This is an optimization exercise on Yosys and OpenROAD, whose aim is small area, a short achievable clock period and few clock cycles, not a production implementation.
Only simulation tests tie the RTL to the original design; equivalence was not proved.
Power and IR drop assume default switching activity.

File: flow/design.v
module rfd_bin_decoder (
    input  wire        clk,
    input  wire        rst,         
    input  wire        in_valid,
    input  wire [7:0]  in_byte,
    output wire        in_ready,
    output wire        out_valid,
    input  wire        out_ready,
    output wire        out_ok,
    output wire [7:0]  out_len,
    output wire [15:0] out_pm1,
    output wire [15:0] out_pm2,
    output wire [15:0] out_n,
    output wire [15:0] out_m,
    output wire [15:0] out_g,
    output wire [31:0] out_x,
    output wire [31:0] out_y,
    output wire [31:0] out_z,
    output wire [31:0] out_e,
    output wire [31:0] out_f,
    output wire [7:0]  out_t,
    output wire [31:0] out_s,
    output wire [31:0] out_p,
    output wire [31:0] out_i,
    output wire [31:0] out_j,
    output wire [31:0] out_r,
    output wire [6:0]  out_tlen,
    input  wire [6:0]  text_addr,
    output wire [7:0]  text_byte
);
    localparam [4:0] F_BF1 = 5'd0,  F_BF2 = 5'd1,  F_TL  = 5'd2,  F_N   = 5'd3,
                     F_M   = 5'd4,  F_G   = 5'd5,  F_X   = 5'd6,  F_Y   = 5'd7,
                     F_Z   = 5'd8,  F_E   = 5'd9,  F_F   = 5'd10, F_T   = 5'd11,
                     F_S   = 5'd12, F_P   = 5'd13, F_I   = 5'd14, F_J   = 5'd15,
                     F_R   = 5'd16, F_TXT = 5'd17, F_CK  = 5'd18;
    reg        rec_valid;            
    reg [4:0]  fld;                  
    reg [6:0]  fbyte;                
    reg [7:0]  len;                  
    reg [15:0] bf1, bf2;
    reg [6:0]  tlen;
    reg [7:0]  sum1, sum2;
    reg        ck1_ok, ok;
    reg [15:0] n_r, m_r, g_r;
    reg [31:0] x_r, y_r, z_r, e_r, f_r, s_r, p_r, i_r, j_r, r_r;
    reg [7:0]  t_r;
    reg [631:0] txt;                
    assign in_ready = !rec_valid || out_ready;
    wire   fire     = in_valid && in_ready;
    wire [7:0]  hb1 = (fld == F_BF1) ? in_byte : bf1[15:8];
    wire [15:0] h1  = {hb1, bf1[7:0]};
    wire        hv2 = h1[12];
    wire        tnz = (fld == F_TL) ? (in_byte != 8'd0) : (tlen != 7'd0);
    wire        v2  = bf1[12];
    function field_present(input [4:0] f);
        case (f)
            F_BF2:   field_present = hv2;
            F_TL:    field_present = hv2 & h1[15];
            F_N:     field_present = h1[0];
            F_M:     field_present = h1[1];
            F_G:     field_present = h1[2];
            F_X:     field_present = h1[3];
            F_Y:     field_present = h1[4];
            F_Z:     field_present = h1[5];
            F_E:     field_present = h1[6];
            F_F:     field_present = h1[8];
            F_T:     field_present = h1[9];
            F_S:     field_present = h1[10];
            F_P:     field_present = h1[11];
            F_I:     field_present = hv2 & bf2[0];
            F_J:     field_present = hv2 & bf2[1];
            F_R:     field_present = hv2 & bf2[2];
            F_TXT:   field_present = h1[15] & (!hv2 | tnz);
            default: field_present = 1'b0;
        endcase
    endfunction
    reg [4:0] next_field;
    integer k, b;
    wire [3:0] bsel = 4'b0001 << fbyte[1:0];
    always @(*) begin
        next_field = F_CK;
        for (k = 17; k >= 1; k = k - 1)
            if (k > fld && field_present(k[4:0]))
                next_field = k[4:0];
    end
    reg last_fbyte;
    always @(*) begin
        case (fld)
            F_BF1, F_BF2, F_N, F_CK: last_fbyte = (fbyte[0] == 1'b1);
            F_TL, F_T:               last_fbyte = 1'b1;
            F_M, F_G:                last_fbyte = !v2 || fbyte[0];
            F_TXT:                   last_fbyte = (fbyte + 7'd1 == tlen);
            default:                 last_fbyte = (fbyte[1:0] == 2'd3);
        endcase
    end
    wire       start  = (fld == F_BF1) && (fbyte == 7'd0);
    wire [7:0] s1_b   = start ? 8'd0 : sum1;
    wire [7:0] s2_b   = start ? 8'd0 : sum2;
    wire [8:0] s1_add = {1'b0, s1_b} + {1'b0, in_byte};
    wire [7:0] s1_nxt = s1_add[7:0] + {7'd0, s1_add[8]};
    wire [8:0] s2_add = {1'b0, s2_b} + {1'b0, s1_nxt};
    wire [7:0] s2_nxt = s2_add[7:0] + {7'd0, s2_add[8]};
    wire [7:0] s1_n   = (&sum1) ? 8'd0 : sum1;
    wire [7:0] s2_n   = (&sum2) ? 8'd0 : sum2;
    always @(posedge clk) begin
        if (rst) begin
            rec_valid <= 1'b0;
            fld       <= F_BF1;
            fbyte     <= 7'd0;
        end else begin
            if (out_ready)
                rec_valid <= 1'b0;
            if (fire) begin
                if (fld == F_CK && fbyte[0]) begin
                    rec_valid <= 1'b1;
                    fld       <= F_BF1;
                    fbyte     <= 7'd0;
                end else if (last_fbyte) begin
                    fld   <= next_field;
                    fbyte <= 7'd0;
                end else begin
                    fbyte <= fbyte + 7'd1;
                end
            end
        end
    end
    always @(posedge clk) begin
        if (fire) begin
            len <= start ? 8'd1 : len + 8'd1;
            if (fld != F_CK) begin
                sum1 <= s1_nxt;
                sum2 <= s2_nxt;
            end
            case (fld)
                F_BF1: begin
                    if (fbyte[0]) begin
                        bf1[15:8] <= in_byte;
                        tlen      <= (in_byte[7] && !in_byte[4]) ? 7'd16 : 7'd0;
                        if (!in_byte[4]) bf2 <= 16'd0;
                    end else begin
                        bf1[7:0] <= in_byte;
                    end
                end
                F_BF2: bf2[fbyte[0]*8 +: 8] <= in_byte;
                F_TL:  tlen <= (in_byte > 8'd79) ? 7'd79 : in_byte[6:0];
                F_M: if (!fbyte[0]) m_r[7:0] <= in_byte;
                F_G: if (!fbyte[0]) g_r[7:0] <= in_byte;
                F_T: t_r <= in_byte;
                F_CK: begin
                    if (fbyte[0]) ok <= ck1_ok && (in_byte == s2_n);
                    else          ck1_ok <= (in_byte == s1_n);
                end
                default: ;
            endcase
            for (b = 0; b < 4; b = b + 1) begin
                if (bsel[b]) begin
                    if (b < 2 && fld == F_N) n_r[b*8 +: 8] <= in_byte;
                    if (fld == F_X) x_r[b*8 +: 8] <= in_byte;
                    if (fld == F_Y) y_r[b*8 +: 8] <= in_byte;
                    if (fld == F_Z) z_r[b*8 +: 8] <= in_byte;
                    if (fld == F_E) e_r[b*8 +: 8] <= in_byte;
                    if (fld == F_F) f_r[b*8 +: 8] <= in_byte;
                    if (fld == F_S) s_r[b*8 +: 8] <= in_byte;
                    if (fld == F_P) p_r[b*8 +: 8] <= in_byte;
                    if (fld == F_I) i_r[b*8 +: 8] <= in_byte;
                    if (fld == F_J) j_r[b*8 +: 8] <= in_byte;
                    if (fld == F_R) r_r[b*8 +: 8] <= in_byte;
                end
            end
            if ((fld == F_M) && (fbyte[0] || !v2)) m_r[15:8] <= fbyte[0] ? in_byte : 8'd0;
            if ((fld == F_G) && (fbyte[0] || !v2)) g_r[15:8] <= fbyte[0] ? in_byte : 8'd0;
        end
    end
    wire       clr    = fire && start;
    wire       txt_wr = fire && (fld == F_TXT);
    wire [15:0] tw_hi_dec = 16'b1 << fbyte[6:3];
    wire [7:0]  tw_lo_dec = 8'b1 << fbyte[2:0];
    wire [9:0] tw_hi  = (tw_hi_dec[9:0] & {10{txt_wr}}) | {10{clr}};
    wire [7:0] tw_lo  = tw_lo_dec | {8{clr}};
    wire [7:0] tdata  = start ? 8'd0 : in_byte;
    integer tr, tc;
    always @(posedge clk) begin
        for (tr = 0; tr < 10; tr = tr + 1)
            for (tc = 0; tc < 8; tc = tc + 1)
                if (tr * 8 + tc < 79 && tw_hi[tr] && tw_lo[tc])
                    txt[(tr * 8 + tc) * 8 +: 8] <= tdata;
    end
    assign out_valid = rec_valid;
    assign out_ok    = ok;
    assign out_len   = len;
    assign out_pm1   = bf1;
    assign out_pm2   = bf2;
    assign out_n     = n_r;
    assign out_m     = m_r;
    assign out_g     = g_r;
    assign out_x     = x_r;
    assign out_y     = y_r;
    assign out_z     = z_r;
    assign out_e     = e_r;
    assign out_f     = f_r;
    assign out_t     = t_r;
    assign out_s     = s_r;
    assign out_p     = p_r;
    assign out_i     = i_r;
    assign out_j     = j_r;
    assign out_r     = r_r;
    assign out_tlen  = tlen;
    wire [7:0]  sel_lo = 8'b1 << text_addr[2:0];
    wire [15:0] hi_dec = 16'b1 << text_addr[6:3];
    wire [9:0]  sel_hi = hi_dec[9:0];
    wire [79:0] rows;
    genvar gr;
    generate
        for (gr = 0; gr < 10; gr = gr + 1) begin : g_row
            wire [63:0] d;
            genvar gc;
            for (gc = 0; gc < 8; gc = gc + 1) begin : g_col
                if (gr * 8 + gc < 79) begin : g_on
                    assign d[gc*8 +: 8] = txt[(gr * 8 + gc)*8 +: 8];
                end else begin : g_off
                    assign d[gc*8 +: 8] = 8'd0;
                end
            end
            rfd_sel8 u_row (.d(d), .sel(sel_lo), .q(rows[gr*8 +: 8]));
        end
    endgenerate
    rfd_sel10 u_col (.d(rows), .sel(sel_hi), .q(text_byte));
endmodule
module rfd_sel8 (
    input  wire [63:0] d,
    input  wire [7:0]  sel,
    output wire [7:0]  q
);
    assign q = (d[ 7: 0] & {8{sel[0]}}) | (d[15: 8] & {8{sel[1]}}) |
               (d[23:16] & {8{sel[2]}}) | (d[31:24] & {8{sel[3]}}) |
               (d[39:32] & {8{sel[4]}}) | (d[47:40] & {8{sel[5]}}) |
               (d[55:48] & {8{sel[6]}}) | (d[63:56] & {8{sel[7]}});
endmodule
module rfd_sel10 (
    input  wire [79:0] d,
    input  wire [9:0]  sel,
    output wire [7:0]  q
);
    assign q = (d[ 7: 0] & {8{sel[0]}}) | (d[15: 8] & {8{sel[1]}}) |
               (d[23:16] & {8{sel[2]}}) | (d[31:24] & {8{sel[3]}}) |
               (d[39:32] & {8{sel[4]}}) | (d[47:40] & {8{sel[5]}}) |
               (d[55:48] & {8{sel[6]}}) | (d[63:56] & {8{sel[7]}}) |
               (d[71:64] & {8{sel[8]}}) | (d[79:72] & {8{sel[9]}});
endmodule
File: flow/flow/run.sh
#!/bin/bash
# Standard ORFS layout (the standard.sh, unchanged synthesis) with three
# layout knobs: port buffers use the small buf_1 cell, CTS inserts no dummy
# loads, and repair_timing aims for a larger setup margin so the
# text_addr -> text_byte path is sized for speed.
set -euo pipefail
MARGIN=$(cat flow/margin.txt)
bash standard.sh \
  'BUFFER_PORTS_ARGS=-buffer_cell sky130_fd_sc_hd__buf_1' \
  "CTS_ARGS=-sink_clustering_enable -repair_clock_nets -dont_use_dummy_load -buf_list {$(cat flow/ctsbufs.txt)}" \
  "SETUP_SLACK_MARGIN=${MARGIN}" \
  finish > make_finish.log 2>&1
File: flow/flow/ctsbufs.txt
sky130_fd_sc_hd__clkbuf_4 sky130_fd_sc_hd__clkbuf_8
File: flow/flow/margin.txt
6
File: flow/standard.sh
#!/bin/bash
# synth_recipe.tcl (not shown) runs the flow's synth.tcl, then flattens the netlist and writes it again
# the make line also repeats each setting of config.mk as NAME=value (left out here)
make -C /OpenROAD-flow-scripts/flow DESIGN_CONFIG=/design/flow/config.mk WORK_HOME=/design/flow/orfs CLKGATE_MAP_FILE= SYNTH_SCRIPT=/design/flow/synth_recipe.tcl "${@:-finish}"
File: flow/config.mk
export PLATFORM = sky130hd
export DESIGN_NAME = rfd_bin_decoder
export DESIGN_NICKNAME = rfd_bin_decoder
export VERILOG_FILES = /design/flow/design.v
export SDC_FILE = /design/flow/constraint.sdc
export NUM_CORES = 4
export LEC_CHECK = 0
export CAP_MARGIN = 20
export CORE_MARGIN = 2
export CORE_UTILIZATION = 40
export PLACE_DENSITY = 0.6
export SLEW_MARGIN = 20
export SYNTH_HIERARCHICAL = 1
File: flow/constraint.sdc
create_clock -name core_clock -period 14.0 [get_ports {clk}]
set_input_delay 2.8000 -clock core_clock [delete_from_list [all_inputs] [get_ports {clk}]]
set_output_delay 2.8000 -clock core_clock [all_outputs]
set_load 0.01 [all_outputs]
==> flow_summary.toml, run 1 <==
[outcome]
status = "complete, no violations"

[floorplanning]
die-height_um = 321
dieWidth_um = 321
dieArea_um2 = 103000
core_region_area_um2 = 100000
boundaryPins = 453
rows = 116
initial_core_util = 0.403

[yosys]
yosysSeqAreaShare = 0.806
yosys.area.top_type_share = 0.800
ys_ff_latch = 1086
yosysWarnings = 13
syn-cell-area_um2 = 40300
yosys.area.top_type = "edfxtp_1"
async_flop_share = 0
yosysUniqueCellTypes = 78
yosys-top-cells-count = "edfxtp_1 (1073), a22oi_1 (354), nor2_1 (186)"
synth.most_common_cell = "edfxtp_1"
synth_cells = 2337
synth.avg_cell_area_um2 = 17.2
ys.flop_type = "edfxtp_1"
synth-edff-count = 1073
synthTopCellsByArea = "edfxtp_1 (80%), a22oi_1 (6.6%), nor2_1 (1.7%)"

[cts]
cts_tree = "done"
root_buffer = "clkbuf_8"
path_clk_slew_ns = 0.05
cts_buffer_depth = 3
numCtsBuffers = 171
cts_sinks = 1086
htreeDepth = 4
clk_latency_ns = 0.81

[power_and_ir_drop]
intPower_w = 0.00538
powerDensity_nw_per_um2 = 160
power_frac_seq = 0.565
peakVddDrop_uv = 96.6
p_sw_w = 0.00197
cellLeakagePower_nw = 14.4
comb_power_share = 0.141
swShare = 0.268
pwr-share-clk = 0.294

[timing]
grt_setup_unrepaired = "true"
finalSetupViolCount = 0
finalSetupTns_ns = 0
finalCriticalPeriod_ns = 8.02
hold_viol_final = 0
period_share = 0.573
drv_slew = 0
skew_ns = 0.0783
slew_headroom = 0.263
max_freq_mhz = 125
tightest_slew_ns = 1.10

[setup_path]
worst_setup_path_start_kind = "primary input"
critPathArrivalTime_ns = 5.22
reg2regPathDepth = 29
end_kind = "output port"
r2r_start = "fbyte[0]$_SDFFE_PP0P_"
cp.required_ns = 11.20
crit_type = "primary input to output port"
crit_fanout = 80
regToRegEndpoint = "sum2[7]$_DFFE_PP_"
r2r_slack_ns = 6.73

[flow_run]
cap_viol_max_count = 0

[finish]
fillers = 8561
drive_gt1_frac = 0.0964
register_area_um2 = 32500
nets = 2934
syn_to_final_growth_pct = 14.3
multi_input_area_um2 = 7400
utilization = 0.460

[hold_path]
whs_endpoint = "rec_valid$_SDFF_PP0_"
min_path_cells = 2
min_path_type = "flip-flop to flip-flop"
holdCritStartpoint = "rec_valid$_SDFF_PP0_"

[drt]
antenna_left = 0
vias = 24400
totalWireLength_mm = 115
viasPerCell = 5.84
drtPass1Iterations = 6
drt_iter0_markers = 2579
route.detailed.drc = 0
routedWlPerCell_um = 27.5

[placement]
hpwl_mm = 71.4
gp_congestion = 0.863
numPortBuffers = 452

[grt]
antenna_found_initial = 7
grt_max_degree = 81
grt_pass1_vias = 24400
grt.total_usage = 0.220
grt_pass1_wl_mm = 166
gr-total-overflow = 0
-- worst max-delay path, cell delays in order --
cell and delay (ns):
buf_2 0.17, nor3b_2 0.18, clkbuf_8 0.37, a22oi_1 0.47, nand4_1 0.33, a22oi_1 0.28
nand4_1 0.28, buf_1 0.23
-- area by class of cell --
class / instances / share of cell area
Tap cell: 1298 / 0.0353
Timing Repair Buffer: 496 / 0.0454
Clock buffer: 171 / 0.0511
Antenna cell: 6 / 0.000326
Multi-Input combinational cell: 1109 / 0.161
Sequential cell: 1086 / 0.705
Inverter: 21 / 0.00179
-- how the worst max path moves through the flow --
stage	from	end	slack, ns	depth (start not counted)
finish	text_addr[2]	text_byte[3]	5.98	8
global route	text_addr[2]	text_byte[4]	5.99	9
CTS	text_addr[2]	text_byte[7]	5.99	10
detailed placement	text_addr[0]	text_byte[7]	5.45	10
global placement	text_addr[0]	text_byte[2]	5.52	10
floorplan	in_byte[0]	sum2[7]$_DFFE_PP_	6.94	23
-- per-module statistics from Yosys, one instance, submodules excluded --
module	area [µm²]	copies in the design	cells inside	flip-flops and latches
rfd_bin_decoder	36600	1	1799	1086
rfd_sel8	320	10	48	0
rfd_sel10	493	1	58	0
-- logic make-up (layout without fill, tap and decap cells) --
kind of cell             after synthesis  after routing  share of synthesized area
AO/OA/AOI/OAI                        515            515                     0.0932
XOR/XNOR                              42             42                    0.00932
adder cells (fa/ha/maj)               30             30                    0.00969
buffers and inverters                150            688                     0.0155
flip-flops                          1086           1086                      0.806
multiplexers                          11             11                    0.00273
other                                  1             14                  0.0000931
AND/OR/NAND/NOR                      502            503                     0.0633
-- power groups by stage --
stage | Combinational, W | Clock [W] | Sequential (W)
global route | 0.00113 | 0.00233 | 0.00417
CTS | 0.00104 | 0.00221 | 0.00415
detailed placement | 0.00103 | 0 | 0.00421
global placement | 0.000992 | 0 | 0.00420
floorplan | 0.000623 | 0 | 0.00417
finish | 0.00104 | 0.00216 | 0.00415
-- timing repair --
item,in CTS,in global routing
setup buffers,0,0
resized for setup,17,9
pin swaps,1,0
cloned,1,0
endpoints found under the hold margin,0,0
endpoints found under the setup margin,9,11
hold buffers,0,0
-- cells in the final DEF (no fill, tap or decap), drive strengths merged, types with 13 or more instances in the layout --
cell type / instances
a21oi: 48
buf: 487
xnor2: 19
nand3: 33
and3: 13
clkbuf: 180
a22oi: 354
nand2: 51
nor3: 25
xor2: 23
ha: 28
o21ai: 40
nor2: 188
inv: 19
nand4: 92
edfxtp: 1073
and2: 37
dfxtp: 13
-- stage by stage --
stage	setup WS (ns)	hold slack (ns)	std cells	total power [W]	area (µm²)
detailed placement	5.45	0.536	4009	0.00524	43500
global placement	5.52	0.527	4009	0.00519	43500
finish	5.98	0.553	4187	0.00735	46000
global route	5.99	0.627	4184	0.00763	46000
floorplan	6.94	0.577	2344	0.00480	40300
CTS	5.99	0.546	4181	0.00739	46000
-- sequential cells by signal, summed over array words and instances, names as in the netlist, 8 cells and up --
register	cells
bf1	16
i_r	32
f_r	32
r_r	32
y_r	32
sum2	8
e_r	32
t_r	8
bf2	16
n_r	16
len	8
z_r	32
m_r	16
j_r	32
txt	632
sum1	8
p_r	32
g_r	16
s_r	32
x_r	32
-- layer usage --
metal	vias to the layer above	global-route usage	share of wire
li1	10400	-	-
met1	12400	0.292	0.40
met5	-	0.00567	0.0011
met3	276	0.0638	0.095
met2	1346	0.333	0.46
met4	8	0.106	0.046
Testbench counts, summed over its fixed seeds: cycles 54,262.
==> inputs of run 2 (changes only) <==
==> flow/flow/margin.txt (replaced) <==
8
==> run 2 against run 1 <==
Net effect: still clean; clock power hardly changed; worst hold slack worse by 0.00050 ns; combinational power is about 20% higher; clock skew is 0.0043 ns higher; via count is 5.5% higher; register-to-register slack better by 1.2 ns; critical path depth is 1 higher; global-route usage is 1.7 points higher; cell area is 4.5% higher; clock-buffer cell count is 1 higher; sequential power hardly changed; utilization is 2.1 points higher; critical path type unchanged; critical endpoint is now text_byte[1]; highest routed layer is now met4.
==> flow_summary.toml, run 2 <==
[setup_path]
worst_setup_path_start_kind = "primary input"
critPathTopFamily = "simple AND/OR/NAND/NOR gates"
critPathArrivalTime_ns = 4.84
r2r_start = "fld[3]$_SDFFE_PP0P_"
crit_buf_inv = 4
slowest_delay_ns = 0.38
crit_fanout = 10
crit_type = "primary input to output port"
cp_cell_sequence = "buf_16 > and3b_4 > buf_6 > clkbuf_16 > a22oi_1 > nand4_1 > a22oi_1 > nand4_1 > buf_2"
cp.required_ns = 11.20
slowest_stage = "nand4_1"
end_kind = "output port"
worstSetupStartpoint = "text_addr[1]"

[timing]
hold_viol_final = 0
max_freq_mhz = 131
finalSetupTns_ns = 0
finalCriticalPeriod_ns = 7.64
finalSetupViolCount = 0
period_share = 0.545
drv_slew = 0
skew_ns = 0.0825
setup_slack_ns = 6.36
tightest_slew_ns = 1.14
grt_setup_unrepaired = "true"
slew_headroom = 0.239

[floorplanning]
core_region_area_um2 = 100000
initial_core_util = 0.403
rows = 116
dieWidth_um = 321
die-height_um = 321
dieArea_um2 = 103000
boundaryPins = 453

[grt]
grt_pass1_wl_mm = 177
grt_max_degree = 81
grt.total_usage = 0.237
gr-total-overflow = 0
grt_pass1_vias = 25200
antenna_found_initial = 5

[cts]
htreeDepth = 4
path_clk_slew_ns = 0.05
clk_latency_ns = 0.86
numCtsBuffers = 172
ctsHoldBuffers = 0
cts_buffer_depth = 3
cts_tree = "done"
cts_sinks = 1086
root_buffer = "clkbuf_8"

[drt]
vias = 25800
viasPerCell = 6.05
totalWireLength_mm = 130
drt_iter0_markers = 3113
drtPass1Iterations = 6
antenna_left = 0
route.detailed.drc = 0
routedWlPerCell_um = 30.5

[finish]
drive_gt1_frac = 0.155
nets = 3008
layout_common_cells = "edfxtp_1 (1073), buf_1 (433), a22oi_1 (290)"
final_common_cell = "edfxtp_1"
largest_register = "txt"
largest_reg_flops = 632
syn_to_final_growth_pct = 19.5

[placement]
numPortBuffers = 452
hpwl_mm = 71.8
gp_congestion = 0.885
place_ws_ns = 5.26

[flow_run]
cap_viol_max_count = 0

[yosys]
yosys.area.top_type = "edfxtp_1"
yosys.area.top_type_share = 0.800
yosys-top-cells-count = "edfxtp_1 (1073), a22oi_1 (354), nor2_1 (186)"
ys.flop_type = "edfxtp_1"
yosysWarnings = 13
async_flop_share = 0
yosysUniqueCellTypes = 78
ys_ff_latch = 1086
synth_cells = 2337
synth-edff-count = 1073
synth.most_common_cell = "edfxtp_1"
yosysSeqAreaShare = 0.806
synthTopCellsByArea = "edfxtp_1 (80%), a22oi_1 (6.6%), nor2_1 (1.7%)"
syn-cell-area_um2 = 40300
synth.avg_cell_area_um2 = 17.2

[hold_path]
holdCritStartpoint = "rec_valid$_SDFF_PP0_"
min_path_type = "flip-flop to flip-flop"

[power_and_ir_drop]
peakVddDrop_uv = 94.3
powerDensity_nw_per_um2 = 158
cellLeakagePower_nw = 15.2

[outcome]
status = "complete, no violations"
-- run 2: what timing repair did --
action / 4_1_cts / 5_1_grt
endpoints found under the setup margin: 16 / 14
gates resized for setup: 119 / 78
buffers inserted: 20 / 20
cloned: 15 / 19
pin swaps: 32 / 47
-- run 2: worst register-to-register path, stage by stage, from the launching register on --
cell and delay [ns]:
dfxtp_1 0.53, nor2_4 0.33, nand3_2 0.27, or3_4 0.59, and2_1 0.24, ha_4 0.18, fa_2 0.35, a21oi_2 0.19
o21ai_2 0.10, nor3_2 0.14, nor2_1 0.08, o21ai_1 0.13, nand2b_1 0.08, ha_2 0.20, ha_4 0.19, xor2_4 0.20
ha_4 0.26, nor2b_4 0.12, o31a_1 0.26, o31a_1 0.26, o21ai_1 0.13, nand2b_1 0.11, ha_4 0.18, and3_4 0.17
and3_4 0.17, nand3_1 0.09, xor2_1 0.19, xnor2_1 0.11
-- run 2: per-module statistics from Yosys, one instance, submodules excluded --
module	cell area, µm²	flops+latches	cells inside	copies in the design
rfd_sel10	493	0	58	1
rfd_bin_decoder	36600	1086	1799	1
rfd_sel8	320	0	48	10
-- run 2: final timing paths --
check        slack [ns]                    to  cells after the start
max                6.36          text_byte[1]                      9
min                0.55  rec_valid$_SDFF_PP0_                      2
min reg2reg        0.55  rec_valid$_SDFF_PP0_                      2
max reg2reg        7.91     sum2[7]$_DFFE_PP_                     27
-- run 2: cell families after synthesis --
kind of cell / synth area share
and+or+nand+nor: 0.0633
buffers and inverters: 0.0155
AOI/OAI and AO/OA: 0.0932
xor gates and xnor gates: 0.00932
other: 0.0000931
muxes: 0.00273
adders and majority gates: 0.00969
DFF: 0.806
-- run 2: layout make-up --
class | count | area (µm²)
Tap cell | 1298 | 1620
Inverter | 21 | 82.6
Sequential cell | 1086 | 32500
Timing Repair Buffer | 568 | 3500
Clock buffer | 172 | 2370
Multi-Input combinational cell | 1110 | 8060
Fill cell | 8323 | 51900
Antenna cell | 6 | 15.0
-- run 2: stage by stage --
stage | util | instance area, µm² | std cells | total power, W | hold slack [ns]
after floorplan | - | 40500 | 2344 | 0.00483 | 0.577
after detailed placement | 0.437 | 43700 | 4009 | 0.00527 | 0.533
after global placement | 0.436 | 43600 | 4009 | 0.00524 | 0.520
final | 0.481 | 48100 | 4261 | 0.00759 | 0.552
after global routing | 0.481 | 48100 | 4260 | 0.00785 | 0.572
after CTS | 0.472 | 47200 | 4216 | 0.00754 | 0.543
-- run 2: routing by layer --
metal | wire [µm] | GRT usage | vias up | share of wire
li1 | - | - | 10600 | -
met1 | 49700 | 0.314 | 13200 | 0.38
met2 | 60200 | 0.373 | 1745 | 0.46
met3 | 15000 | 0.0645 | 307 | 0.12
met4 | 4940 | 0.0907 | 0 | 0.038
met5 | 0 | 0 | - | 0
-- run 2: where the power goes --
group | leakage [nW] | total [W] | internal, W | switching (W)
logic | 3.94 | 0.00125 | 0.000392 | 0.000862
registers | 10.0 | 0.00416 | 0.00403 | 0.000124
clock network | 1.24 | 0.00218 | 0.00108 | 0.00110
==> inputs of run 3 (changes only) <==
==> flow/flow/margin.txt (replaced) <==
7
==> run 3 against run 2 <==
Net effect: first-iteration DRC count fell by 3.0%; cell area fell by 1.2%; clock-buffer cell count did not move; wire length fell by 7.1%; clock skew rose by 0.025 ns; highest routed layer is now met5; cell count fell by 0.77%; critical path type unchanged; global-route usage fell by 0.61 points; utilization fell by 0.58 points; register-to-register slack got worse by 0.49 ns; non-clock buffer count fell by 28; still clean on timing, DRC and antenna.
==> flow_summary.toml, run 3 <==
[timing]
skew_ns = 0.107
period_share = 0.537
max_freq_mhz = 133
drv_slew = 0
finalSetupViolCount = 0
finalSetupTns_ns = 0
slew_headroom = 0.198
finalCriticalPeriod_ns = 7.52
tightest_slew_ns = 1.20
hold_viol_final = 0
grt_setup_unrepaired = "true"

[finish]
final_cells = 4228
layout_common_cells = "edfxtp_1 (1073), buf_1 (433), a22oi_1 (300)"
syn_to_final_growth_pct = 18.0
final_common_cell = "edfxtp_1"
largest_reg_flops = 632
largest_register = "txt"
drive_gt1_frac = 0.137
fillers = 8380
nets = 2979
utilization = 0.476

[setup_path]
r2r_slack_ns = 7.42
crit_type = "primary input to output port"
slowest_delay_ns = 0.44
crit_buf_inv = 4
cp_cell_sequence = "buf_12 > nor3b_4 > buf_6 > buf_12 > a22oi_2 > nand4_1 > a221oi_4 > nand4_1 > buf_2"
reg2regPathDepth = 27
critPathTopFamily = "simple AND/OR/NAND/NOR gates"
slowest_stage = "a221oi_4"
end_kind = "output port"
worst_setup_path_start_kind = "primary input"
cp.required_ns = 11.20
regToRegEndpoint = "sum2[7]$_DFFE_PP_"
crit_fanout = 5
worstSetupStartpoint = "text_addr[1]"
critPathArrivalTime_ns = 4.72
r2r_start = "fld[2]$_SDFFE_PP0P_"

[drt]
routedWlPerCell_um = 28.5
totalWireLength_mm = 121
drtPass1Iterations = 6
viasPerCell = 5.89
route.detailed.drc = 0
antenna_left = 0
vias = 24900
drt_iter0_markers = 3020

[outcome]
status = "complete, no violations"

[cts]
cts_buffer_depth = 3
root_buffer = "clkbuf_8"
htreeDepth = 4
ctsHoldBuffers = 0
numCtsBuffers = 172
path_clk_slew_ns = 0.06
cts_sinks = 1086
clk_latency_ns = 0.88
cts_tree = "done"

[placement]
numPortBuffers = 452
gp_congestion = 0.851
hpwl_mm = 71.4
dpl.cell_count = 4010

[yosys]
yosys.area.top_type = "edfxtp_1"
yosysWarnings = 13
synthTopCellsByArea = "edfxtp_1 (80%), a22oi_1 (6.6%), nor2_1 (1.7%)"
synth-edff-count = 1073
async_flop_share = 0
yosys-top-cells-count = "edfxtp_1 (1073), a22oi_1 (354), nor2_1 (186)"
syn-cell-area_um2 = 40300
ys.flop_type = "edfxtp_1"
yosys.area.top_type_share = 0.800
synth_cells = 2337
synth.most_common_cell = "edfxtp_1"
synth.avg_cell_area_um2 = 17.2
yosysUniqueCellTypes = 78
ys_ff_latch = 1086
yosysSeqAreaShare = 0.806

[floorplanning]
die-height_um = 321
dieWidth_um = 321
rows = 116
initial_core_util = 0.403
core_region_area_um2 = 100000
dieArea_um2 = 103000
boundaryPins = 453

[hold_path]
whs_endpoint = "rec_valid$_SDFF_PP0_"
min_path_type = "flip-flop to flip-flop"
holdCritStartpoint = "rec_valid$_SDFF_PP0_"
min_path_cells = 2

[grt]
grt_pass1_wl_mm = 173
gr-total-overflow = 0
grt.total_usage = 0.231
grt_max_degree = 80
antenna_found_initial = 4
grt_pass1_vias = 24900

[power_and_ir_drop]
powerDensity_nw_per_um2 = 156
cellLeakagePower_nw = 15.0
peakVddDrop_uv = 116

[flow_run]
cap_viol_max_count = 0
-- run 3: cell counts after synthesis --
Identical to the previous run, type by type.
-- run 3: stage by stage --
stage               hold WS, ns  setup WS, ns  total power (W)  cell area, µm²
floorplan                 0.577          7.01          0.00480           40300
global placement          0.517          5.62          0.00520           43500
detailed placement        0.515          5.61          0.00524           43600
CTS                       0.533          6.50          0.00744           47200
global route              0.586          6.46          0.00770           47600
finish                    0.534          6.48          0.00743           47600
-- run 3: final cells by class --
| cell class | count | area (µm²) | share of cell area |
|---|---|---|---|
| clock buffers | 172 | 2370 | 0.0498 |
| flip-flops and latches | 1086 | 32500 | 0.683 |
| well taps | 1298 | 1620 | 0.0342 |
| multi-input cells | 1109 | 7810 | 0.164 |
| diodes | 2 | 5.00 | 0.000105 |
| repair buffers | 540 | 3180 | 0.0669 |
| inverters | 21 | 82.6 | 0.00174 |
-- run 3: how the worst max path moves through the flow --
stage	end	slack, ns	cells past startpoint
after detailed placement	text_byte[7]	5.61	9
after floorplan	text_byte[6]	7.01	7
final	text_byte[4]	6.48	9
after CTS	text_byte[4]	6.50	9
after global placement	text_byte[7]	5.62	9
after global routing	text_byte[0]	6.46	6
-- run 3: timing repair --
| item | in CTS | in global routing |
|---|---|---|
| pin swaps | 32 | 22 |
| buffers inserted | 10 | 11 |
| endpoints found under the setup margin | 16 | 13 |
| gates resized for setup | 133 | 27 |
| cloned | 21 | 2 |
-- run 3: cell families after synthesis --
| group | share of synthesized area |
|---|---|
| fa+ha+maj | 0.00969 |
| compound gates | 0.0932 |
| mux | 0.00273 |
| flops | 0.806 |
| xor+xnor | 0.00932 |
| buf+inv | 0.0155 |
| other cells | 0.0000931 |
| simple gates | 0.0633 |
-- run 3: per-layer routing --
layer	vias to the layer above	global-route usage	part of all wire
met4	2	0.0872	0.036
li1	10500	-	-
met5	-	0	0.00013
met1	12700	0.303	0.38
met2	1437	0.373	0.48
met3	248	0.0570	0.10
-- run 3: power breakdown --
part,internal [W],total (W),leakage (nW),switching [W]
Sequential,0.00403,0.00416,10.0,0.000124
Clock,0.00108,0.00216,1.24,0.00109
Combinational,0.000318,0.00110,3.78,0.000786
Total,0.00543,0.00743,15.0,0.00200
-- run 3: tightest hold or removal path: stages, from the launching register on --
cell,delay (ns)
dfxtp_1,0.31
nand2b_1,0.10
a21oi_1,0.07
-- run 3: modules after synthesis (local to each module, per instance) --
module           cells  cell area, µm²  times used
rfd_sel8            48             320          10
rfd_sel10           58             493           1
rfd_bin_decoder   1799           36600           1
==> inputs of run 4 (changes only) <==
--- a/flow/flow/run.sh
+++ b/flow/flow/run.sh
@@ -9,3 +9,3 @@
   'BUFFER_PORTS_ARGS=-buffer_cell sky130_fd_sc_hd__buf_1' \
-  "CTS_ARGS=-sink_clustering_enable -repair_clock_nets -dont_use_dummy_load -buf_list {$(cat flow/ctsbufs.txt)}" \
+  "CTS_ARGS=-sink_clustering_enable -repair_clock_nets -dont_use_dummy_load -buf_list {$(cat flow/ctsbufs.txt)} $(cat flow/ctsextra.txt)" \
   "SETUP_SLACK_MARGIN=${MARGIN}" \
==> flow/flow/ctsextra.txt (new file) <==
-sink_clustering_size 16 -sink_clustering_max_diameter 50
==> flow/flow/margin.txt (replaced) <==
7.5
==> run 4 against run 3 <==
Net effect: clock skew rose by 0.011 ns; wire length rose by 4.4%; clock power fell by 24%; combinational power rose by 8%; flip-flop and latch count did not move; worst setup slack got worse by 0.073 ns; sequential power barely moved; synthesized area did not move; power fell by 6.1%; cell count fell by 1.5%; clock-buffer cell count fell by 69.
==> flow_summary.toml, run 4 <==
[outcome]
status = "complete, no violations"

[yosys]
yosysWarnings = 13
synth_cells = 2337
yosys-top-cells-count = "edfxtp_1 (1073), a22oi_1 (354), nor2_1 (186)"
synth.most_common_cell = "edfxtp_1"
synthTopCellsByArea = "edfxtp_1 (80%), a22oi_1 (6.6%), nor2_1 (1.7%)"
ys_ff_latch = 1086
syn-cell-area_um2 = 40300
yosysUniqueCellTypes = 78
yosysSeqAreaShare = 0.806
yosys.area.top_type = "edfxtp_1"
async_flop_share = 0
synth.avg_cell_area_um2 = 17.2
yosys.area.top_type_share = 0.800
ys.flop_type = "edfxtp_1"
synth-edff-count = 1073

[setup_path]
r2r_slack_ns = 7.76
critPathArrivalTime_ns = 4.80
cp.required_ns = 11.20
worst_setup_path_start_kind = "primary input"
crit_type = "primary input to output port"
crit_fanout = 10
end_kind = "output port"

[finish]
utilization = 0.467
final_common_cell = "edfxtp_1"
largest_register = "txt"
layout_common_cells = "edfxtp_1 (1073), buf_1 (433), a22oi_1 (299)"
syn_to_final_growth_pct = 15.9
largest_reg_flops = 632
drive_gt1_frac = 0.123
nets = 2914
design_area_um2 = 46700
fillers = 8433

[drt]
drtPass1Iterations = 6
totalWireLength_mm = 126
vias = 25000
routedWlPerCell_um = 30.2
antenna_left = 0
route.detailed.drc = 0
drt_iter0_markers = 2798
viasPerCell = 6.00

[power_and_ir_drop]
peakVddDrop_uv = 99.3
cellLeakagePower_nw = 14.5
powerDensity_nw_per_um2 = 149

[cts]
cts_sinks = 1086
ctsHoldBuffers = 0
path_clk_slew_ns = 0.09
cts_tree = "done"
clk_latency_ns = 0.78
root_buffer = "clkbuf_8"
htreeDepth = 3
numCtsBuffers = 103
cts_buffer_depth = 3

[grt]
grt_pass1_vias = 24500
grt.total_usage = 0.236
grt_max_degree = 80
gr-total-overflow = 0
antenna_found_initial = 4
grt_pass1_wl_mm = 176

[hold_path]
min_path_type = "flip-flop to flip-flop"

[timing]
finalSetupTns_ns = 0
grt_setup_unrepaired = "true"
hold_viol_final = 0
finalSetupViolCount = 0
drv_slew = 0
max_freq_mhz = 132
period_share = 0.543
finalCriticalPeriod_ns = 7.60
skew_ns = 0.118
slew_headroom = 0.247
tightest_slew_ns = 1.13

[placement]
postPlaceCellArea_um2 = 43700
gp_congestion = 0.885
numPortBuffers = 452
hpwl_mm = 71.8

[floorplanning]
rows = 116
boundaryPins = 453
dieWidth_um = 321
die-height_um = 321
core_region_area_um2 = 100000
initial_core_util = 0.403
dieArea_um2 = 103000

[flow_run]
cap_viol_max_count = 0
run 4: worst paths after layout:
| path | from | endpoint | cells past startpoint |
|---|---|---|---|
| setup / recovery | text_addr[1] | text_byte[7] | 10 |
| hold / removal | rec_valid$_SDFF_PP0_ | rec_valid$_SDFF_PP0_ | 2 |
| setup reg to reg | fld[4]$_SDFFE_PP0P_ | sum2[7]$_DFFE_PP_ | 27 |
| hold reg to reg | rec_valid$_SDFF_PP0_ | rec_valid$_SDFF_PP0_ | 2 |
run 4: cells by family after synthesis:
kind of cell	count (synthesis)	synth area share
other	1	0.0000931
multiplexers	11	0.00273
AND/OR/NAND/NOR	502	0.0633
adder cells (fa/ha/maj)	30	0.00969
flip-flops	1086	0.806
XOR/XNOR	42	0.00932
AO/OA/AOI/OAI	515	0.0932
buffers and inverters	150	0.0155
run 4: Yosys stat by module (local to each module, per instance):
module,times used,flip-flops and latches,cell area (µm²),cells inside
rfd_bin_decoder,1,1086,36600,1799
rfd_sel10,1,0,493,58
rfd_sel8,10,0,320,48
run 4: area by class of cell:
type / instances / area, µm² / area share
well taps: 1298 / 1620 / 0.0348
flip-flops and latches: 1086 / 32500 / 0.695
multi-input cells: 1110 / 7980 / 0.171
repair buffers: 543 / 3110 / 0.0665
clock buffers: 103 / 1420 / 0.0304
diodes: 5 / 12.5 / 0.000268
inverters: 21 / 82.6 / 0.00177
run 4: timing repair:
item                                    in CTS  in global routing
endpoints found under the setup margin      16                 12
resized for setup                          129                 42
gates cloned                                20                  7
buffers inserted                             9                 13
pin swaps                                   37                 30
run 4: metrics by stage:
stage | instances | hold WS (ns) | worst slack [ns] | power, W
6_report | 4166 | 0.554 | 6.40 | 0.00697
2_1_floorplan | 2344 | 0.577 | 7.23 | 0.00483
5_1_grt | 4163 | 0.577 | 6.40 | 0.00722
3_3_place_gp | 4009 | 0.520 | 5.34 | 0.00524
3_5_place_dp | 4009 | 0.533 | 5.26 | 0.00527
4_1_cts | 4141 | 0.548 | 6.47 | 0.00692
run 4: layer usage:
layer / wire length, µm / up-vias / global-route usage / part of all wire
li1: - / 10400 / - / -
met1: 49300 / 12900 / 0.320 / 0.39
met2: 58800 / 1540 / 0.371 / 0.47
met3: 13400 / 254 / 0.0603 / 0.11
met4: 4520 / 0 / 0.0816 / 0.036
met5: 0 / - / 0 / 0
run 4: critical path, cell delays in order:
cell and delay (ns):
buf_12 0.13, nor3b_4 0.16, buf_12 0.15, clkbuf_16 0.19, a22oi_1 0.20, nand4_1 0.18, a22o_1 0.28, a221oi_4 0.30
nand4_1 0.20, buf_2 0.20
run 4: power breakdown:
| part | total [W] | switching (W) | internal [W] |
|---|---|---|---|
| Clock | 0.00164 | 0.000987 | 0.000651 |
| Sequential | 0.00415 | 0.000122 | 0.00402 |
| Combinational | 0.00119 | 0.000834 | 0.000357 |
==> inputs of run 5 (changes only) <==
==> flow/flow/margin.txt (replaced) <==
6.5
==> run 5 against run 4 <==
Net effect: still clean on timing, DRC and antenna; register-to-register slack worse by 0.74 ns; critical path depth is 1 lower; clock power hardly changed; sequential power hardly changed; cell area is 0.38% lower; worst hold slack better by 0.00089 ns; combinational power is 8% lower; synthesized area stayed put; utilization is 0.18 points lower.
==> flow_summary.toml, run 5 <==
[outcome]
status = "complete, no violations"

[grt]
antenna_found_initial = 3
grt_pass1_wl_mm = 172
grt.total_usage = 0.230
gr-total-overflow = 0
grt_pass1_vias = 24300
grt_max_degree = 80

[yosys]
ys_ff_latch = 1086
yosys-top-cells-count = "edfxtp_1 (1073), a22oi_1 (354), nor2_1 (186)"
synth_cells = 2337
synth.most_common_cell = "edfxtp_1"
yosys.area.top_type = "edfxtp_1"
synth.avg_cell_area_um2 = 17.2
synth-edff-count = 1073
synth_mux_area_frac = 0.00273
async_flop_share = 0
ys.flop_type = "edfxtp_1"
synthXorXnorAreaFrac = 0.00932
synth_fa_ha_area_frac = 0.00969
synth-compound-area-share = 0.0932
synth_top_family_by_area = "compound AO/OA/AOI/OAI gates"
yosys.area.top_type_share = 0.800
yosysWarnings = 13
yosysUniqueCellTypes = 78
synthTopCellsByArea = "edfxtp_1 (80%), a22oi_1 (6.6%), nor2_1 (1.7%)"
syn-cell-area_um2 = 40300
synthSimpleGateAreaFrac = 0.0633
yosysSeqAreaShare = 0.806

[timing]
holdWs_ns = 0.555
period_share = 0.545
drv_slew = 0
tightest_slew_ns = 1.09
slew_headroom = 0.275
skew_ns = 0.0750
grt_setup_unrepaired = "true"
setup_slack_ns = 6.37
hold_viol_final = 0
finalSetupTns_ns = 0
finalCriticalPeriod_ns = 7.63
max_freq_mhz = 131
finalSetupViolCount = 0

[power_and_ir_drop]
cellLeakagePower_nw = 14.5
comb_power_share = 0.160
powerDensity_nw_per_um2 = 147
intPower_w = 0.00496
swShare = 0.276
p_sw_w = 0.00189
peakVddDrop_uv = 85.1
finalPower_w = 0.00685
pwr-share-clk = 0.235
power_frac_seq = 0.605

[hold_path]
holdCritStartpoint = "rec_valid$_SDFF_PP0_"
whs_endpoint = "rec_valid$_SDFF_PP0_"
min_path_cells = 2
min_path_type = "flip-flop to flip-flop"

[setup_path]
slowest_delay_ns = 0.54
slowest_stage = "a22oi_1"
reg2regPathDepth = 29
crit_type = "primary input to output port"
cp.required_ns = 11.20
critPathArrivalTime_ns = 4.83
cp_cell_sequence = "buf_12 > and3b_4 > buf_12 > buf_4 > a22oi_1 > nand4_1 > a22oi_1 > nand4_1 > buf_2"
crit_fanout = 8
r2r_slack_ns = 7.02
regToRegEndpoint = "sum2[7]$_DFFE_PP_"
critPathTopFamily = "compound AO/OA/AOI/OAI gates"
end_kind = "output port"
worst_setup_path_start_kind = "primary input"
crit_buf_inv = 4
r2r_start = "fbyte[0]$_SDFFE_PP0P_"

[floorplanning]
initial_core_util = 0.403
core_region_area_um2 = 100000
dieWidth_um = 321
rows = 116
die-height_um = 321
boundaryPins = 453
dieArea_um2 = 103000

[placement]
place_ws_ns = 5.45
hpwl_mm = 71.4
numPortBuffers = 452
gp_congestion = 0.863

[finish]
largest_reg_flops = 632
fillers = 8530
final_common_cell = "edfxtp_1"
nets = 2910
largest_register = "txt"
drive_gt1_frac = 0.114
layout_common_cells = "edfxtp_1 (1073), buf_1 (433), a22oi_1 (296)"
syn_to_final_growth_pct = 15.5

[cts]
cts_sinks = 1086
htreeDepth = 3
path_clk_slew_ns = 0.09
root_buffer = "clkbuf_8"
clk_latency_ns = 0.77
cts_tree = "done"
ctsHoldBuffers = 0
numCtsBuffers = 99
cts_buffer_depth = 3

[drt]
antenna_left = 0
routedWlPerCell_um = 29.1
vias = 24700
route.detailed.drc = 0
drt_iter0_markers = 2841
viasPerCell = 5.94
totalWireLength_mm = 121
drtPass1Iterations = 5

[flow_run]
cap_viol_max_count = 0
==> run 5: cell counts after synthesis <==
No cell type changed its count.
==> run 5: logic make-up (layout without fill, tap and decap cells) <==
| kind of cell | after synthesis | in the layout |
|---|---|---|
| flops | 1086 | 1086 |
| compound gates | 515 | 515 |
| simple gates | 502 | 503 |
| buf+inv | 150 | 664 |
| xor+xnor | 42 | 42 |
| fa+ha+maj | 30 | 30 |
| mux | 11 | 11 |
| other cells | 1 | 11 |
==> run 5: per-stage QoR <==
stage / cells / util / area [µm²]
global placement: 4009 / 0.435 / 43500
finish: 4160 / 0.465 / 46500
global route: 4159 / 0.465 / 46500
detailed placement: 4009 / 0.435 / 43500
floorplan: 2344 / - / 40300
CTS: 4146 / 0.462 / 46200
==> run 5: worst max path at each step <==
stage / start / end / slack, ns / cells past startpoint
after floorplan: in_byte[0] / sum2[7]$_DFFE_PP_ / 6.94 / 23
after global placement: text_addr[0] / text_byte[2] / 5.52 / 10
after detailed placement: text_addr[0] / text_byte[7] / 5.45 / 10
after CTS: text_addr[2] / text_byte[6] / 6.39 / 10
after global routing: text_addr[2] / text_byte[3] / 6.41 / 10
final: text_addr[0] / text_byte[2] / 6.37 / 9
==> run 5: Yosys stat by module (local to each module, per instance) <==
module           cell area [µm²]  times used  cells inside
rfd_bin_decoder            36600           1          1799
rfd_sel10                    493           1            58
rfd_sel8                     320          10            48
==> run 5: final cells by class <==
cell class / instances / area [µm²] / area share
flip-flops and latches: 1086 / 32500 / 0.698
multi-input cells: 1109 / 7740 / 0.166
repair buffers: 544 / 3230 / 0.0694
well taps: 1298 / 1620 / 0.0349
clock buffers: 99 / 1360 / 0.0293
inverters: 21 / 82.6 / 0.00177
diodes: 3 / 7.51 / 0.000161
==> run 5: tightest hold or removal path, stage by stage, from the launching register on <==
cell and delay [ns]:
dfxtp_1 0.33, nand2b_1 0.11, a21oi_1 0.07
==> run 5: per-layer routing <==
metal	track usage	vias up	wire length, µm
met1	0.315	12800	48100
met3	0.0490	227	10900
met2	0.363	1322	57600
li1	-	10300	-
met4	0.0821	2	4400
met5	0	-	13
==> run 5: repair_timing <==
action | 4_1_cts | 5_1_grt
setup buffers | 17 | 7
pin swaps | 32 | 41
cloned | 21 | 4
setup endpoints to repair | 15 | 15
gates resized for setup | 117 | 46
==> run 5: power by group through the flow <==
stage | logic (W) | clock network, W | registers (W)
6_report | 0.00110 | 0.00161 | 0.00415
5_1_grt | 0.00118 | 0.00174 | 0.00417
4_1_cts | 0.00108 | 0.00164 | 0.00414
3_5_place_dp | 0.00103 | 0 | 0.00421
3_3_place_gp | 0.000992 | 0 | 0.00420
2_1_floorplan | 0.000623 | 0 | 0.00417
==> inputs of run 6 (changes only) <==
==> flow/flow/margin.txt (replaced) <==
7
==> run 6 against run 5 <==
Net effect: worst setup slack better by 0.048 ns; power barely moved; critical path type unchanged; critical path depth grew 1; clock skew is 0.0055 ns higher; wire length shrank 1.1%.
==> flow_summary.toml, run 6 <==
[outcome]
status = "complete, no violations"

[setup_path]
slowest_delay_ns = 0.29
worst_setup_path_start_kind = "primary input"
crit_fanout = 40
cp.required_ns = 11.20
cp_cell_sequence = "buf_12 > nand2_1 > nor2_4 > buf_16 > a22oi_1 > nand4_1 > a22o_1 > a221oi_2 > nand4_1 > buf_2"
critPathArrivalTime_ns = 4.79
slowest_stage = "a22oi_1"
crit_type = "primary input to output port"
timing.critical_path.mode_cell = "nand4_1"
cp.depth = 10
end_kind = "output port"
critPathTopFamily = "compound AO/OA/AOI/OAI gates"
reg2regPathDepth = 27
crit_buf_inv = 3

[drt]
drtPass1Iterations = 6
route.detailed.drc = 0
routedWlPerCell_um = 28.9
vias = 24600
totalWireLength_mm = 120
drt_iter0_markers = 3022
viasPerCell = 5.92
antenna_left = 0

[timing]
drv_slew = 0
hold_viol_final = 0
slew_headroom = 0.241
period_share = 0.542
tightest_slew_ns = 1.13
holdWs_ns = 0.543
setup_slack_ns = 6.41
max_freq_mhz = 132
skew_ns = 0.0805
grt_setup_unrepaired = "true"
finalCriticalPeriod_ns = 7.59
finalSetupTns_ns = 0
finalSetupViolCount = 0

[finish]
final_common_cell = "edfxtp_1"
syn_to_final_growth_pct = 15.2
layout_common_cells = "edfxtp_1 (1073), buf_1 (433), a22oi_1 (302)"
design_area_um2 = 46400
drive_gt1_frac = 0.111
largest_register = "txt"
largest_reg_flops = 632
nets = 2897

[floorplanning]
boundaryPins = 453
dieArea_um2 = 103000
die-height_um = 321
core_region_area_um2 = 100000
dieWidth_um = 321
initial_core_util = 0.403
rows = 116

[cts]
root_buffer = "clkbuf_8"
cts_sinks = 1086
cts_tree = "done"
htreeDepth = 3
cts_buffer_depth = 3
numCtsBuffers = 98
path_clk_slew_ns = 0.10
clk_latency_ns = 0.76

[yosys]
yosysSeqAreaShare = 0.806
ys.flop_type = "edfxtp_1"
synth.avg_cell_area_um2 = 17.2
yosys.area.top_type = "edfxtp_1"
synth_cells = 2337
synth.most_common_cell = "edfxtp_1"
synthTopCellsByArea = "edfxtp_1 (80%), a22oi_1 (6.6%), nor2_1 (1.7%)"
yosys.area.top_type_share = 0.800
async_flop_share = 0
yosysUniqueCellTypes = 78
yosys-top-cells-count = "edfxtp_1 (1073), a22oi_1 (354), nor2_1 (186)"
synth-edff-count = 1073
yosysWarnings = 13
ys_ff_latch = 1086
syn-cell-area_um2 = 40300

[flow_run]
cap_viol_max_count = 0

[grt]
grt_pass1_vias = 24300
grt.total_usage = 0.228
grt_pass1_wl_mm = 171
antenna_found_initial = 4
gr-total-overflow = 0
grt_max_degree = 80

[power_and_ir_drop]
cellLeakagePower_nw = 14.5
peakVddDrop_uv = 95.8
powerDensity_nw_per_um2 = 148
finalPower_w = 0.00685

[placement]
hpwl_mm = 71.4
gp_congestion = 0.851
numPortBuffers = 452
place_ws_ns = 5.61
postPlaceCellArea_um2 = 43600

[hold_path]
min_path_cells = 2
min_path_type = "flip-flop to flip-flop"
run 6: routing by layer:
metal | routed length [µm] | track usage
met5 | 13 | 0
met4 | 3460 | 0.0703
met3 | 10700 | 0.0454
met2 | 58500 | 0.377
met1 | 47000 | 0.304
run 6: final timing paths:
kind,start,endpoint,slack (ns)
max,text_addr[2],text_byte[5],6.41
min,rec_valid$_SDFF_PP0_,rec_valid$_SDFF_PP0_,0.54
max reg2reg,fld[4]$_SDFFE_PP0P_,sum2[7]$_DFFE_PP_,7.39
min reg2reg,rec_valid$_SDFF_PP0_,rec_valid$_SDFF_PP0_,0.54
run 6: area by class of cell:
type                       instances  area (µm²)
antenna                            2        5.00
fill                            8459       53600
tap                             1298        1620
timing repair buffer             532        3100
sequential                      1086       32500
inverter                          21        82.6
multi-input combinational       1109        7780
clock buffer                      98        1350
run 6: worst register-to-register path: stages (launching register included):
cell and delay, ns:
dfxtp_1 0.55, nor2_2 0.43, nand3_2 0.32, or3_1 0.56, buf_4 0.25, and2_1 0.20
ha_1 0.34, a21oi_2 0.20, o21ai_2 0.11, nor3_2 0.17, nor2_1 0.08, o21ai_1 0.16
nand2b_1 0.09, ha_1 0.23, ha_1 0.23, xor2_2 0.27, ha_4 0.26, nor2b_1 0.14
o31a_1 0.27, o31a_1 0.27, o21ai_0 0.15, nand2b_1 0.09, ha_1 0.22, and3_1 0.19
and3_1 0.19, nand3_1 0.10, xor2_1 0.18, xnor2_1 0.10
run 6: kinds of logic (layout without fill, tap and decap cells):
family,count (synthesis),after routing,share of synthesized area
compound gates,515,515,0.0932
xor+xnor,42,42,0.00932
fa+ha+maj,30,30,0.00969
buf+inv,150,651,0.0155
flops,1086,1086,0.806
mux,11,11,0.00273
other cells,1,10,0.0000931
simple gates,502,503,0.0633
run 6: Yosys stat by module, one instance, submodules excluded:
module / copies in the design / area, µm² / flip-flops and latches
rfd_bin_decoder: 1 / 36600 / 1086
rfd_sel8: 10 / 320 / 0
rfd_sel10: 1 / 493 / 0
run 6: repair_timing:
action / in CTS / in global routing
setup buffers: 10 / 3
endpoints found under the hold margin: 0 / 0
resized for setup: 132 / 21
cloned: 21 / 1
endpoints found under the setup margin: 16 / 12
hold buffers: 0 / 0
pin swaps: 32 / 18
run 6: report_power, final:
part	total, W	internal (W)	switching, W
sequential	0.00415	0.00402	0.000123
clock	0.00160	0.000621	0.000975
combinational	0.00110	0.000316	0.000789
total	0.00685	0.00496	0.00189
run 6: stage by stage:
step	std cells	util
finish	4146	0.464
CTS	4139	0.462
global placement	4008	0.435
global route	4146	0.464
floorplan	2344	-
detailed placement	4010	0.436
==> inputs of run 7 (changes only) <==
--- a/flow/config.mk
+++ b/flow/config.mk
@@ -9,4 +9,4 @@
 export CORE_MARGIN = 2
-export CORE_UTILIZATION = 40
-export PLACE_DENSITY = 0.6
+export CORE_UTILIZATION = 50
+export PLACE_DENSITY = 0.65
 export SLEW_MARGIN = 20
==> run 7 against run 6 <==
Net effect: still clean; non-clock buffer count is 4 higher; sequential share of layout area grew 0.28 points; combinational power about the same; clock skew up 0.031 ns; via count grew 2.5%; sequential power about the same; die area decreased by 20%; maximum frequency fell by 0.83%; flip-flop and latch count is the same; critical path type unchanged; highest routed layer unchanged.
==> flow_summary.toml, run 7 <==
[power_and_ir_drop]
intPower_w = 0.00496
swShare = 0.274
cellLeakagePower_nw = 14.5
comb_power_share = 0.161
finalPower_w = 0.00683
powerDensity_nw_per_um2 = 148
peakVddDrop_uv = 82.0
pwr-share-clk = 0.231
p_sw_w = 0.00187
power_frac_seq = 0.609

[timing]
finalSetupViolCount = 0
slew_headroom = 0.181
hold_viol_final = 0
drv_slew = 0
setup_slack_ns = 6.35
finalSetupTns_ns = 0
period_share = 0.546
finalCriticalPeriod_ns = 7.65
max_freq_mhz = 131
skew_ns = 0.112
holdWs_ns = 0.537
grt_setup_unrepaired = "true"
tightest_slew_ns = 1.23

[yosys]
synth.most_common_cell = "edfxtp_1"
yosysWarnings = 13
yosys.area.top_type_share = 0.800
ys.flop_type = "edfxtp_1"
synth.avg_cell_area_um2 = 17.2
synth-edff-count = 1073
yosysSeqAreaShare = 0.806
yosys.area.top_type = "edfxtp_1"
synth_cells = 2337
async_flop_share = 0
synthTopCellsByArea = "edfxtp_1 (80%), a22oi_1 (6.6%), nor2_1 (1.7%)"
yosys-top-cells-count = "edfxtp_1 (1073), a22oi_1 (354), nor2_1 (186)"
ys_ff_latch = 1086
yosysUniqueCellTypes = 78
syn-cell-area_um2 = 40300

[drt]
totalWireLength_mm = 120
drt_iter0_markers = 3512
route.detailed.drc = 0
drtPass1Iterations = 7
vias = 25200
antenna_left = 0
routedWlPerCell_um = 30.6
viasPerCell = 6.44

[placement]
gp_congestion = 0.888
hpwl_mm = 69.9
place_ws_ns = 5.70
numPortBuffers = 452

[setup_path]
reg2regPathDepth = 28
cp.required_ns = 11.20
cp_cell_sequence = "buf_8 > nor3b_4 > buf_12 > buf_16 > a22oi_1 > nand4_1 > a221oi_4 > nand4_1 > buf_2"
cp.depth = 9
r2r_start = "fbyte[1]$_SDFFE_PP0P_"
crit_end = "text_byte[2]"
crit_fanout = 11
regToRegEndpoint = "sum2[7]$_DFFE_PP_"
worst_setup_path_start_kind = "primary input"
end_kind = "output port"
slowest_stage = "a221oi_4"
r2r_slack_ns = 7.46
critPathTopFamily = "simple AND/OR/NAND/NOR gates"
crit_buf_inv = 4
critPathArrivalTime_ns = 4.85
crit_type = "primary input to output port"
timing.critical_path.mode_cell = "nand4_1"
worstSetupStartpoint = "text_addr[0]"
slowest_delay_ns = 0.42

[finish]
final_common_cell = "edfxtp_1"
largest_register = "txt"
utilization = 0.577
drive_gt1_frac = 0.114
largest_reg_flops = 632
nets = 2899
layout_common_cells = "edfxtp_1 (1073), buf_1 (433), a22oi_1 (289)"
fillers = 6136
syn_to_final_growth_pct = 14.8

[grt]
antenna_found_initial = 2
grt_max_degree = 80
grt_pass1_wl_mm = 170
gr-total-overflow = 0
grt.total_usage = 0.285
grt_pass1_vias = 24300

[cts]
cts_buffer_depth = 3
cts_sinks = 1086
clk_latency_ns = 0.71
htreeDepth = 3
path_clk_slew_ns = 0.08
root_buffer = "clkbuf_8"
cts_tree = "done"
ctsHoldBuffers = 0
numCtsBuffers = 97

[floorplanning]
dieArea_um2 = 82900
core_region_area_um2 = 80200
rows = 104
boundaryPins = 453
die-height_um = 288
dieWidth_um = 288
initial_core_util = 0.503

[flow_run]
cap_viol_max_count = 0

[hold_path]
min_path_type = "flip-flop to flip-flop"

[outcome]
status = "complete, no violations"
[run 7: cell counts after synthesis]
Identical to the previous run, type by type.
[run 7: metal layers]
metal,global-route usage,share of wire
met4,0.0982,0.035
met2,0.450,0.47
met1,0.394,0.38
met5,0,0.00011
met3,0.0633,0.11
[run 7: layout make-up]
cell class | instances | area [µm²] | area share
multi-input cells | 1108 | 7830 | 0.169
well taps | 1060 | 1330 | 0.0287
clock buffers | 97 | 1340 | 0.0289
diodes | 1 | 2.50 | 0.0000541
inverters | 21 | 78.8 | 0.00170
repair buffers | 536 | 3190 | 0.0689
flip-flops and latches | 1086 | 32500 | 0.703
[run 7: worst min-delay path by stage]
stage / from / to / cells past startpoint
floorplan: fbyte[4]$_SDFFE_PP0P_ / fbyte[4]$_SDFFE_PP0P_ / 3
global placement: rec_valid$_SDFF_PP0_ / rec_valid$_SDFF_PP0_ / 2
detailed placement: rec_valid$_SDFF_PP0_ / rec_valid$_SDFF_PP0_ / 2
CTS: rec_valid$_SDFF_PP0_ / rec_valid$_SDFF_PP0_ / 2
global route: rec_valid$_SDFF_PP0_ / rec_valid$_SDFF_PP0_ / 2
finish: rec_valid$_SDFF_PP0_ / rec_valid$_SDFF_PP0_ / 2
[run 7: Yosys stat by module (local to each module, per instance)]
| module | flops+latches | times used |
|---|---|---|
| rfd_sel8 | 0 | 10 |
| rfd_sel10 | 0 | 1 |
| rfd_bin_decoder | 1086 | 1 |
[run 7: logic make-up (layout without fill, tap and decap cells)]
logic type / count (synthesis) / after routing / synth area share
multiplexers: 11 / 11 / 0.00273
other: 1 / 9 / 0.0000931
flip-flops: 1086 / 1086 / 0.806
AO/OA/AOI/OAI: 515 / 515 / 0.0932
XOR/XNOR: 42 / 42 / 0.00932
AND/OR/NAND/NOR: 502 / 502 / 0.0633
adder cells (fa/ha/maj): 30 / 30 / 0.00969
buffers and inverters: 150 / 654 / 0.0155
[run 7: tightest hold or removal path: cells and delay by family (launching register included)]
family,cells,cell delay [ns]
flip-flops,1,0.32
AND/OR/NAND/NOR,1,0.10
AO/OA/AOI/OAI,1,0.07
[run 7: what timing repair did]
action	4_1_cts	5_1_grt
pin swaps	39	30
setup endpoints to repair	14	12
setup buffers	10	3
gates cloned	24	1
resized for setup	120	46
[run 7: per-stage QoR]
step	instances	cell area [µm²]
floorplan	2344	40300
global placement	3771	43200
detailed placement	3772	43200
CTS	3903	46000
global route	3909	46200
finish	3909	46200
[run 7: power groups by stage]
| stage | logic, W | clock network, W | registers [W] |
|---|---|---|---|
| after floorplan | 0.000625 | 0 | 0.00417 |
| after global placement | 0.000979 | 0 | 0.00421 |
| after detailed placement | 0.00101 | 0 | 0.00422 |
| after CTS | 0.00106 | 0.00158 | 0.00415 |
| after global routing | 0.00118 | 0.00170 | 0.00418 |
| final | 0.00110 | 0.00157 | 0.00416 |
==> inputs of run 8 (changes only) <==
==> flow/flow/ctsextra.txt (replaced) <==
-sink_clustering_size 18 -sink_clustering_max_diameter 55
--- a/flow/config.mk
+++ b/flow/config.mk
@@ -9,4 +9,4 @@
 export CORE_MARGIN = 2
-export CORE_UTILIZATION = 50
-export PLACE_DENSITY = 0.65
+export CORE_UTILIZATION = 40
+export PLACE_DENSITY = 0.6
 export SLEW_MARGIN = 20
==> run 8 against run 7 <==
Net effect: sequential share of layout area fell by 0.21 points; critical path depth stayed put; global-route usage down 5.7 points; sequential power about the same; non-clock buffer count unchanged; combinational power about the same; worst hold slack better by 0.0026 ns; wire length grew 0.12%; critical path type unchanged; critical endpoint is now text_byte[4]; highest routed layer is now met4.
==> flow_summary.toml, run 8 <==
[grt]
grt_pass1_vias = 24200
gr-total-overflow = 0
antenna_found_initial = 5
grt_max_degree = 80
grt.total_usage = 0.228
grt_pass1_wl_mm = 171

[floorplanning]
dieArea_um2 = 103000
core_region_area_um2 = 100000
die-height_um = 321
boundaryPins = 453
rows = 116
dieWidth_um = 321
initial_core_util = 0.403

[cts]
ctsHoldBuffers = 0
path_clk_slew_ns = 0.08
cts_buffer_depth = 3
cts_tree = "done"
clk_latency_ns = 0.79
numCtsBuffers = 89
cts_sinks = 1086
htreeDepth = 3
root_buffer = "clkbuf_8"

[setup_path]
worstSetupStartpoint = "text_addr[1]"
regToRegEndpoint = "sum2[7]$_DFFE_PP_"
critPathTopFamily = "compound AO/OA/AOI/OAI gates"
crit_fanout = 5
crit_end = "text_byte[4]"
critPathArrivalTime_ns = 4.75
slowest_stage = "a221oi_4"
slowest_delay_ns = 0.46
cp.depth = 9
reg2regPathDepth = 28
crit_buf_inv = 4
r2r_start = "fbyte[0]$_SDFFE_PP0P_"
r2r_slack_ns = 7.35
cp_cell_sequence = "buf_12 > nor3b_4 > buf_6 > buf_12 > a22oi_2 > nand4_1 > a221oi_4 > nand4_1 > buf_2"
cp.required_ns = 11.20
crit_type = "primary input to output port"
worst_setup_path_start_kind = "primary input"
end_kind = "output port"

[timing]
finalSetupTns_ns = 0
skew_ns = 0.0882
grt_setup_unrepaired = "true"
period_share = 0.539
drv_slew = 0
tightest_slew_ns = 1.16
holdWs_ns = 0.539
hold_viol_final = 0
slew_headroom = 0.224
finalCriticalPeriod_ns = 7.55
setup_slack_ns = 6.45
max_freq_mhz = 132
finalSetupViolCount = 0

[finish]
largest_register = "txt"
syn_to_final_growth_pct = 15.1
largest_reg_flops = 632
final_common_cell = "edfxtp_1"
nets = 2892
utilization = 0.464
layout_common_cells = "edfxtp_1 (1073), buf_1 (433), a22oi_1 (301)"
drive_gt1_frac = 0.110

[hold_path]
min_path_cells = 2
min_path_type = "flip-flop to flip-flop"

[yosys]
synth_cells = 2337
yosys.area.top_type_share = 0.800
ys.flop_type = "edfxtp_1"
ys_ff_latch = 1086
async_flop_share = 0
yosys-top-cells-count = "edfxtp_1 (1073), a22oi_1 (354), nor2_1 (186)"
syn-cell-area_um2 = 40300
synthTopCellsByArea = "edfxtp_1 (80%), a22oi_1 (6.6%), nor2_1 (1.7%)"
yosysUniqueCellTypes = 78
synth-edff-count = 1073
synth.most_common_cell = "edfxtp_1"
synth.avg_cell_area_um2 = 17.2
yosys.area.top_type = "edfxtp_1"
yosysSeqAreaShare = 0.806
yosysWarnings = 13

[placement]
numPortBuffers = 452
hpwl_mm = 71.4
gp_congestion = 0.851
place_ws_ns = 5.61

[drt]
vias = 24400
drt_iter0_markers = 2908
route.detailed.drc = 0
totalWireLength_mm = 120
drtPass1Iterations = 6
viasPerCell = 5.89
routedWlPerCell_um = 28.9
antenna_left = 0

[power_and_ir_drop]
finalPower_w = 0.00678
powerDensity_nw_per_um2 = 146
peakVddDrop_uv = 108
cellLeakagePower_nw = 14.4

[outcome]
status = "complete, no violations"

[flow_run]
cap_viol_max_count = 0
==> run 8: changes by cell type in the layout (fill, tap and decap cells not counted), sizes merged <==
cell      delta
clkinvlp     +1
clkbuf       -6
buf          +1
bufbuf       -3
diode        +4
and3b        +1
inv          -1
==> run 8: metrics by stage <==
| step | cell area, µm² | instances |
|---|---|---|
| final | 46400 | 4144 |
| after global routing | 46400 | 4143 |
| after CTS | 46100 | 4131 |
| after detailed placement | 43600 | 4010 |
| after global placement | 43500 | 4008 |
| after floorplan | 40300 | 2344 |
==> run 8: logic make-up (layout without fill, tap and decap cells) <==
group / count (synthesis) / after routing / share of synthesized area
simple gates: 502 / 503 / 0.0633
compound gates: 515 / 515 / 0.0932
other cells: 1 / 13 / 0.0000931
mux: 11 / 11 / 0.00273
flops: 1086 / 1086 / 0.806
fa+ha+maj: 30 / 30 / 0.00969
buf+inv: 150 / 646 / 0.0155
xor+xnor: 42 / 42 / 0.00932
==> run 8: power by group <==
group          leakage [nW]  switching (W)  internal, W
combinational          3.76       0.000783     0.000312
clock                 0.640       0.000969     0.000567
sequential             10.0       0.000123      0.00402
==> run 8: worst min path at each step <==
| stage | end | slack [ns] | from |
|---|---|---|---|
| floorplan | fbyte[4]$_SDFFE_PP0P_ | 0.58 | fbyte[4]$_SDFFE_PP0P_ |
| global placement | rec_valid$_SDFF_PP0_ | 0.52 | rec_valid$_SDFF_PP0_ |
| detailed placement | rec_valid$_SDFF_PP0_ | 0.51 | rec_valid$_SDFF_PP0_ |
| CTS | rec_valid$_SDFF_PP0_ | 0.54 | rec_valid$_SDFF_PP0_ |
| global route | rec_valid$_SDFF_PP0_ | 0.59 | rec_valid$_SDFF_PP0_ |
| finish | rec_valid$_SDFF_PP0_ | 0.54 | rec_valid$_SDFF_PP0_ |
==> run 8: layout make-up <==
type	instances	area [µm²]
diodes	5	12.5
clock buffers	89	1220
fillers	8458	53600
inverters	21	82.6
multi-input cells	1109	7780
flip-flops and latches	1086	32500
well taps	1298	1620
repair buffers	536	3170
==> run 8: timing repair <==
item                       in CTS  in global routing
resized for setup             132                 24
buffers inserted               11                  5
gates cloned                   21                  3
pin swaps                      32                 20
setup endpoints to repair      16                 12
==> run 8: per-layer routing <==
layer	GRT usage	wire, µm
met1	0.304	47000
met2	0.375	58300
met3	0.0484	10900
met4	0.0706	3490
met5	0	0
==> run 8: per-module statistics from Yosys, one instance, submodules excluded <==
| module | cell area [µm²] | times used | flip-flops and latches |
|---|---|---|---|
| rfd_sel8 | 320 | 10 | 0 |
| rfd_bin_decoder | 36600 | 1 | 1086 |
| rfd_sel10 | 493 | 1 | 0 |
==> run 8: worst min-delay path: cells and delay by family (launching register included) <==
family,cells,cell delay [ns]
compound gates,1,0.07
flops,1,0.32
simple gates,1,0.10

-- what the ideal ports hide --
The results above use ideal ports. As a check the final layouts listed here were re-extracted and re-timed, cells and wires unchanged. Step 1, drivers: a clkbuf_16 drives clk and a buf_2 each remaining input, both assumed. Step 2, shift: input delay + t, output delay - t, t = (earliest + latest rising clock arrival at the registers) / 2. This alone moves slack from input paths to output paths. Slacks: no drivers / after step 1 / after step 2; pairs: no drivers / after step 1.
run | t, ns | setup slack, ns
run 1 | 0.869 | 5.982 / 5.960 / 5.960
run 2 | 0.863 | 6.365 / 6.172 / 6.172
run 3 | 0.867 | 6.475 / 6.400 / 6.349
run 4 | 0.793 | 6.402 / 6.260 / 6.260
run 5 | 0.812 | 6.366 / 6.288 / 6.106
run 6 | 0.791 | 6.414 / 6.360 / 6.360
run 7 | 0.746 | 6.351 / 6.304 / 6.304
run 8 | 0.789 | 6.450 / 6.374 / 6.374
After both steps setup and hold are still met in every run listed.
